From an optimization exercise on the open Yosys and OpenROAD flow, aimed at small area; shortcuts taken in it are not production practice. At most, simulation tests tie the RTL to the original design; equivalence was not proved. Power is estimated from default activity; no workload was simulated.

==> job 6295: inputs <==
==> flow/design.v <==
module n64_core (
    input  wire        clk,
    input  wire        rst,            
    input  wire        step,           
    input  wire        set_stall,      
    input  wire [31:0] entry_vector,   
    input  wire [31:0] fetch_data,     
    input  wire [4:0]  obs_sel,        
    output wire        fetch_en,       
    output wire [31:0] fetch_addr,     
    output wire [31:0] pc_out,
    output wire        booted_out,
    output wire        stall_out,
    output wire        trace,          
    output wire [31:0] obs_gpr         
);
    localparam DEPTH        = 5;
    localparam EXEC         = 1;
    localparam ADDIU_OPCODE = 6'd9;
    localparam TRACE_PERIOD = 500;
    reg [31:0] gpr [0:31];
    reg [31:0] pc;
    reg        booted;
    reg        stall;
    reg        trace_q;
    reg [8:0]  trace_cnt;
    reg        st_valid [0:DEPTH-1];
    reg [31:0] st_instr [0:DEPTH-1];
    reg [31:0] st_value [0:DEPTH-1];
    assign fetch_en   = step & booted & ~rst;
    assign fetch_addr = pc - 32'd4;
    wire [31:0] new_word = booted ? fetch_data : 32'd0;
    wire stall_now = stall | set_stall;
    wire advance   = step & ~stall_now;
    wire [4:0]  wb_rd = st_instr[DEPTH-1][15:11];
    wire        wb_en = advance & st_valid[DEPTH-1] & (wb_rd != 5'd0);
    wire [31:0] wb_val = st_value[DEPTH-1];
    wire [31:0] ex_word   = st_instr[EXEC-1];
    wire [5:0]  ex_opcode = ex_word[31:26];
    wire [4:0]  ex_rs     = ex_word[25:21];
    wire [15:0] ex_imm    = ex_word[15:0];
    wire        ex_addiu  = st_valid[EXEC-1] & (ex_opcode == ADDIU_OPCODE);
    wire [31:0] ex_rs_val = (wb_en && wb_rd == ex_rs) ? wb_val : gpr[ex_rs];
    wire [31:0] ex_result = ex_rs_val + {16'd0, ex_imm};
    wire [31:0] pc_base = booted ? pc : entry_vector;
    integer i;
    always @(posedge clk) begin
        if (rst) begin
            pc        <= 32'd0;
            booted    <= 1'b0;
            stall     <= 1'b0;
            trace_q   <= 1'b0;
            trace_cnt <= 9'd0;
            for (i = 0; i < 32; i = i + 1)
                gpr[i] <= 32'd0;
            for (i = 0; i < DEPTH; i = i + 1) begin
                st_valid[i] <= 1'b0;
                st_instr[i] <= 32'd0;
                st_value[i] <= 32'd0;
            end
        end else if (step) begin
            booted    <= 1'b1;
            trace_cnt <= (trace_cnt == TRACE_PERIOD - 1) ? 9'd0 : trace_cnt + 9'd1;
            trace_q   <= (trace_cnt == TRACE_PERIOD - 1);
            if (stall_now) begin
                stall <= 1'b0;
                pc    <= pc_base;
            end else begin
                if (wb_en)
                    gpr[wb_rd] <= wb_val;
                for (i = DEPTH - 1; i > 0; i = i - 1) begin
                    st_valid[i] <= st_valid[i-1];
                    st_instr[i] <= st_instr[i-1];
                    st_value[i] <= st_value[i-1];
                end
                st_valid[0] <= 1'b1;
                st_instr[0] <= new_word;
                st_value[0] <= 32'd0;
                if (ex_addiu)
                    st_value[EXEC] <= ex_result;
                pc <= pc_base + 32'd4;
            end
        end else begin
            trace_q <= 1'b0;
            if (set_stall)
                stall <= 1'b1;
        end
    end
    assign pc_out     = pc;
    assign booted_out = booted;
    assign stall_out  = stall;
    assign trace      = trace_q;
    assign obs_gpr    = gpr[obs_sel];
endmodule
==> flow/run.sh <==
#!/bin/bash
# synth_recipe.tcl (not shown) runs the flow's synth.tcl, then flattens the netlist and writes it again
# the make line also repeats each setting of config.mk as NAME=value (left out here)
make -C /OpenROAD-flow-scripts/flow DESIGN_CONFIG=/design/flow/config.mk WORK_HOME=/design/flow/orfs CLKGATE_MAP_FILE= SYNTH_SCRIPT=/design/flow/synth_recipe.tcl finish
==> flow/config.mk <==
export PLATFORM = sky130hd
export DESIGN_NAME = n64_core
export DESIGN_NICKNAME = n64_core
export VERILOG_FILES = /design/flow/design.v
export SDC_FILE = /design/flow/constraint.sdc
export NUM_CORES = 4
export LEC_CHECK = 0
export CAP_MARGIN = 20
export CORE_MARGIN = 2
export CORE_UTILIZATION = 40
export SLEW_MARGIN = 20
==> flow/constraint.sdc <==
create_clock -name core_clock -period 6.0 [get_ports {clk}]
set_input_delay 1.2000 -clock core_clock [delete_from_list [all_inputs] [get_ports {clk}]]
set_output_delay 1.2000 -clock core_clock [all_outputs]
set_load 0.01 [all_outputs]
==> job 5089 (differences from job 6295) <==
==> flow/design.v (replaced) <==
module n64_core (
    input  wire        clk,
    input  wire        rst,            
    input  wire        step,           
    input  wire        set_stall,      
    input  wire [31:0] entry_vector,   
    input  wire [31:0] fetch_data,     
    input  wire [4:0]  obs_sel,        
    output wire        fetch_en,       
    output wire [31:0] fetch_addr,     
    output wire [31:0] pc_out,
    output wire        booted_out,
    output wire        stall_out,
    output wire        trace,          
    output wire [31:0] obs_gpr         
);
    localparam ADDIU_OPCODE = 6'd9;
    localparam [8:0] TRACE_LAST = 9'h021;
    reg [31:0] gpr [1:31];
    reg [31:0] pc;
    reg        booted;
    reg        stall;
    reg        trace_q;
    reg [8:0]  trace_cnt;
    reg        s0_add, s1_add;
    reg [4:0]  s0_rs,  s1_rs;
    reg [4:0]  s0_rd,  s1_rd;
    reg [10:0] s0_imm, s1_imm;
    reg [4:0]  s2_rd,  s3_rd,  s4_rd;
    reg [31:0] s2_val, s3_val, s4_val;
    assign fetch_en   = step & booted & ~rst;
    assign fetch_addr = pc - 32'd4;
    wire stall_now = stall | set_stall;
    wire advance   = step & ~stall_now;
    wire        nw_add = booted & (fetch_data[31:26] == ADDIU_OPCODE);
    wire [4:0]  nw_rd  = booted ? fetch_data[15:11] : 5'd0;
    wire [4:0]  nw_rs  = nw_add ? fetch_data[25:21] : 5'd0;
    wire [10:0] nw_imm = nw_add ? fetch_data[10:0]  : 11'd0;
    wire [32*32-1:0] gpr_flat;
    assign gpr_flat[31:0] = 32'd0;
    genvar g;
    generate
        for (g = 1; g < 32; g = g + 1) begin : g_flat
            assign gpr_flat[32*g +: 32] = gpr[g];
        end
    endgenerate
    function [31:0] rd_gpr(input [4:0] a, input [32*32-1:0] f);
        integer k;
        begin
            rd_gpr = 32'd0;
            for (k = 1; k < 32; k = k + 1)
                rd_gpr = rd_gpr | (f[32*k +: 32] & {32{a == k}});
        end
    endfunction
    wire [31:0] ex_result = rd_gpr(s1_rs, gpr_flat) + {16'd0, s1_rd & {5{s1_add}}, s1_imm};
    wire        wb_go   = rst | advance;
    wire [31:0] wb_data = rst ? 32'd0 : s4_val;
    wire [31:0] pc_base = booted ? pc : entry_vector;
    integer i;
    always @(posedge clk) begin
        for (i = 1; i < 32; i = i + 1)
            if (wb_go && (rst || s4_rd == i))
                gpr[i] <= wb_data;
    end
    always @(posedge clk) begin
        if (rst) begin
            s0_rd <= 5'd0;
            s1_rd <= 5'd0;
            s2_rd <= 5'd0;
            s3_rd <= 5'd0;
            s4_rd <= 5'd0;
        end else if (advance) begin
            s0_add <= nw_add;  s0_rs <= nw_rs;  s0_rd <= nw_rd;  s0_imm <= nw_imm;
            s1_add <= s0_add;  s1_rs <= s0_rs;  s1_rd <= s0_rd;  s1_imm <= s0_imm;
            s2_rd  <= s1_rd;   s2_val <= ex_result;
            s3_rd  <= s2_rd;   s3_val <= s2_val;
            s4_rd  <= s3_rd;   s4_val <= s3_val;
        end
    end
    always @(posedge clk) begin
        if (rst) begin
            pc        <= 32'd0;
            booted    <= 1'b0;
            stall     <= 1'b0;
            trace_q   <= 1'b0;
            trace_cnt <= 9'd0;
        end else if (step) begin
            booted    <= 1'b1;
            trace_cnt <= (trace_cnt == TRACE_LAST) ? 9'd0
                       : {trace_cnt[7:0], ~(trace_cnt[8] ^ trace_cnt[4])};
            trace_q   <= (trace_cnt == TRACE_LAST);
            stall     <= 1'b0;
            pc        <= stall_now ? pc_base : pc_base + 32'd4;
        end else begin
            trace_q <= 1'b0;
            if (set_stall)
                stall <= 1'b1;
        end
    end
    assign pc_out     = pc;
    assign booted_out = booted;
    assign stall_out  = stall;
    assign trace      = trace_q;
    assign obs_gpr    = rd_gpr(obs_sel, gpr_flat);
endmodule
==> flow/flow/run.sh (new file) <==
#!/bin/bash
set -o pipefail
export BUFFER_PORTS_ARGS="-buffer_cell sky130_fd_sc_hd__buf_1"
export CTS_ARGS="-sink_clustering_enable -repair_clock_nets -dont_use_dummy_load -buf_list sky130_fd_sc_hd__clkbuf_8 -sink_clustering_size 16 -sink_clustering_max_diameter 60"
bash standard.sh > standard.log 2>&1
==> flow/standard.sh (new file) <==
#!/bin/bash
# synth_recipe.tcl (not shown) runs the flow's synth.tcl, then flattens the netlist and writes it again
# the make line also repeats each setting of config.mk as NAME=value (left out here)
make -C /OpenROAD-flow-scripts/flow DESIGN_CONFIG=/design/flow/config.mk WORK_HOME=/design/flow/orfs CLKGATE_MAP_FILE= SYNTH_SCRIPT=/design/flow/synth_recipe.tcl "${@:-finish}"
Settings changed: CTS_BUF_LIST set to sky130_fd_sc_hd__clkbuf_8, CTS_CLUSTER_DIAMETER set to 60, CTS_CLUSTER_SIZE set to 16.
removed: flow/run.sh
==> job 7805 (differences from job 6295) <==
==> flow/design.v (replaced) <==
module n64_core (
    input  wire        clk,
    input  wire        rst,            
    input  wire        step,           
    input  wire        set_stall,      
    input  wire [31:0] entry_vector,   
    input  wire [31:0] fetch_data,     
    input  wire [4:0]  obs_sel,        
    output wire        fetch_en,       
    output wire [31:0] fetch_addr,     
    output wire [31:0] pc_out,
    output wire        booted_out,
    output wire        stall_out,
    output wire        trace,          
    output wire [31:0] obs_gpr         
);
    localparam ADDIU_OPCODE = 6'd9;
    localparam TRACE_PERIOD = 500;
    reg [31:0] gpr [1:31];
    reg [31:0] pc;
    reg        booted;
    reg        stall;
    reg        trace_q;
    reg [8:0]  trace_cnt;
    reg        s0_add, s1_add;
    reg [4:0]  s0_rs,  s1_rs;
    reg [4:0]  s0_rd,  s1_rd;
    reg [10:0] s0_imm, s1_imm;
    reg [4:0]  s2_rd,  s3_rd,  s4_rd;
    reg [31:0] s2_val, s3_val, s4_val;
    assign fetch_en   = step & booted & ~rst;
    assign fetch_addr = pc - 32'd4;
    wire stall_now = stall | set_stall;
    wire advance   = step & ~stall_now;
    wire        nw_add = booted & (fetch_data[31:26] == ADDIU_OPCODE);
    wire [4:0]  nw_rd  = booted ? fetch_data[15:11] : 5'd0;
    wire [4:0]  nw_rs  = nw_add ? fetch_data[25:21] : 5'd0;
    wire [10:0] nw_imm = nw_add ? fetch_data[10:0]  : 11'd0;
    wire [32*32-1:0] gpr_flat;
    assign gpr_flat[31:0] = 32'd0;
    genvar g;
    generate
        for (g = 1; g < 32; g = g + 1) begin : g_flat
            assign gpr_flat[32*g +: 32] = gpr[g];
        end
    endgenerate
    function [31:0] rd_gpr(input [4:0] a, input [32*32-1:0] f);
        integer k;
        begin
            rd_gpr = 32'd0;
            for (k = 1; k < 32; k = k + 1)
                rd_gpr = rd_gpr | (f[32*k +: 32] & {32{a == k}});
        end
    endfunction
    wire [31:0] ex_result = rd_gpr(s1_rs, gpr_flat) + {16'd0, s1_rd & {5{s1_add}}, s1_imm};
    wire        wb_go   = rst | advance;
    wire [31:0] wb_data = rst ? 32'd0 : s4_val;
    wire [31:0] pc_base = booted ? pc : entry_vector;
    integer i;
    always @(posedge clk) begin
        for (i = 1; i < 32; i = i + 1)
            if (wb_go && (rst || s4_rd == i))
                gpr[i] <= wb_data;
    end
    always @(posedge clk) begin
        if (rst) begin
            s0_rd <= 5'd0;
            s1_rd <= 5'd0;
            s2_rd <= 5'd0;
            s3_rd <= 5'd0;
            s4_rd <= 5'd0;
        end else if (advance) begin
            s0_add <= nw_add;  s0_rs <= nw_rs;  s0_rd <= nw_rd;  s0_imm <= nw_imm;
            s1_add <= s0_add;  s1_rs <= s0_rs;  s1_rd <= s0_rd;  s1_imm <= s0_imm;
            s2_rd  <= s1_rd;   s2_val <= ex_result;
            s3_rd  <= s2_rd;   s3_val <= s2_val;
            s4_rd  <= s3_rd;   s4_val <= s3_val;
        end
    end
    always @(posedge clk) begin
        if (rst) begin
            pc        <= 32'd0;
            booted    <= 1'b0;
            stall     <= 1'b0;
            trace_q   <= 1'b0;
            trace_cnt <= 9'd0;
        end else if (step) begin
            booted    <= 1'b1;
            trace_cnt <= (trace_cnt == TRACE_PERIOD - 1) ? 9'd0 : trace_cnt + 9'd1;
            trace_q   <= (trace_cnt == TRACE_PERIOD - 1);
            stall     <= 1'b0;
            pc        <= stall_now ? pc_base : pc_base + 32'd4;
        end else begin
            trace_q <= 1'b0;
            if (set_stall)
                stall <= 1'b1;
        end
    end
    assign pc_out     = pc;
    assign booted_out = booted;
    assign stall_out  = stall;
    assign trace      = trace_q;
    assign obs_gpr    = rd_gpr(obs_sel, gpr_flat);
endmodule
==> qor summary <==
metric	job 7805	job 6295	job 5089
Run status	finished clean	finished clean	finished clean
Die Ht	362 µm	408 µm	363 µm
Met3 layer usage reported by global route	0.120	0.0548	0.127
Antenna cells	11	4	14
Die W	362 µm	408 µm	363 µm
Post-Synthesis Cells	3657	4763	3708
Number of nets in the finished design	4082	4906	4082
Number of global-route vias before repair	38800	41400	38500
Power per unit of standard cell area	316 nW/µm²	276 nW/µm²	266 nW/µm²
Wirelength per Cell	41.0 µm	28.2 µm	41.6 µm
Number of flip-flops under the largest register name	992	1024	992
Worst endpoint data arrival time	4640 ps	5910 ps	6320 ps
Met1 routing resource usage after global routing	0.466	0.329	0.444
Finished Cell Area	61900 µm²	74200 µm²	58000 µm²
Worst Hold Launch	s3_val[23]	st_value[3][24]	s3_val[17]
No functional check of the RTL was part of job 6295.

[re-timing with driven ports]
How much do the figures lean on ideal ports? The routed layouts below were timed once more, with nothing changed but the port constraints. Step 1: set_driving_cell puts a clkbuf_16 on clk and a buf_2 on each other input, an assumption about the parent block. Step 2, shift: input delay + t, output delay - t, t = (earliest + latest rising clock arrival at the registers) / 2. This alone moves slack from input paths to output paths. a / b / c = ideal / step 1 / step 2; a / b = the first two.
run	t, ns	setup slack, ns	hold slack, ns	slew at the worst register clock pin (ns)
job 6295	0.867	0.720 / 0.661 / 0.448	0.444 / 0.444 / 0.444	0.06 / 0.06
job 5089	0.885	0.274 / 0.274 / 0.274	0.361 / 0.361 / 0.361	0.11 / 0.11
job 7805	0.846	0.162 / 0.138 / 0.138	0.398 / 0.398 / 0.398	0.07 / 0.07
After both steps every run listed still meets setup and hold. The setup slack of job 6295, which loses most, moves by -0.059 ns with the drivers and by -0.272 ns with both steps.
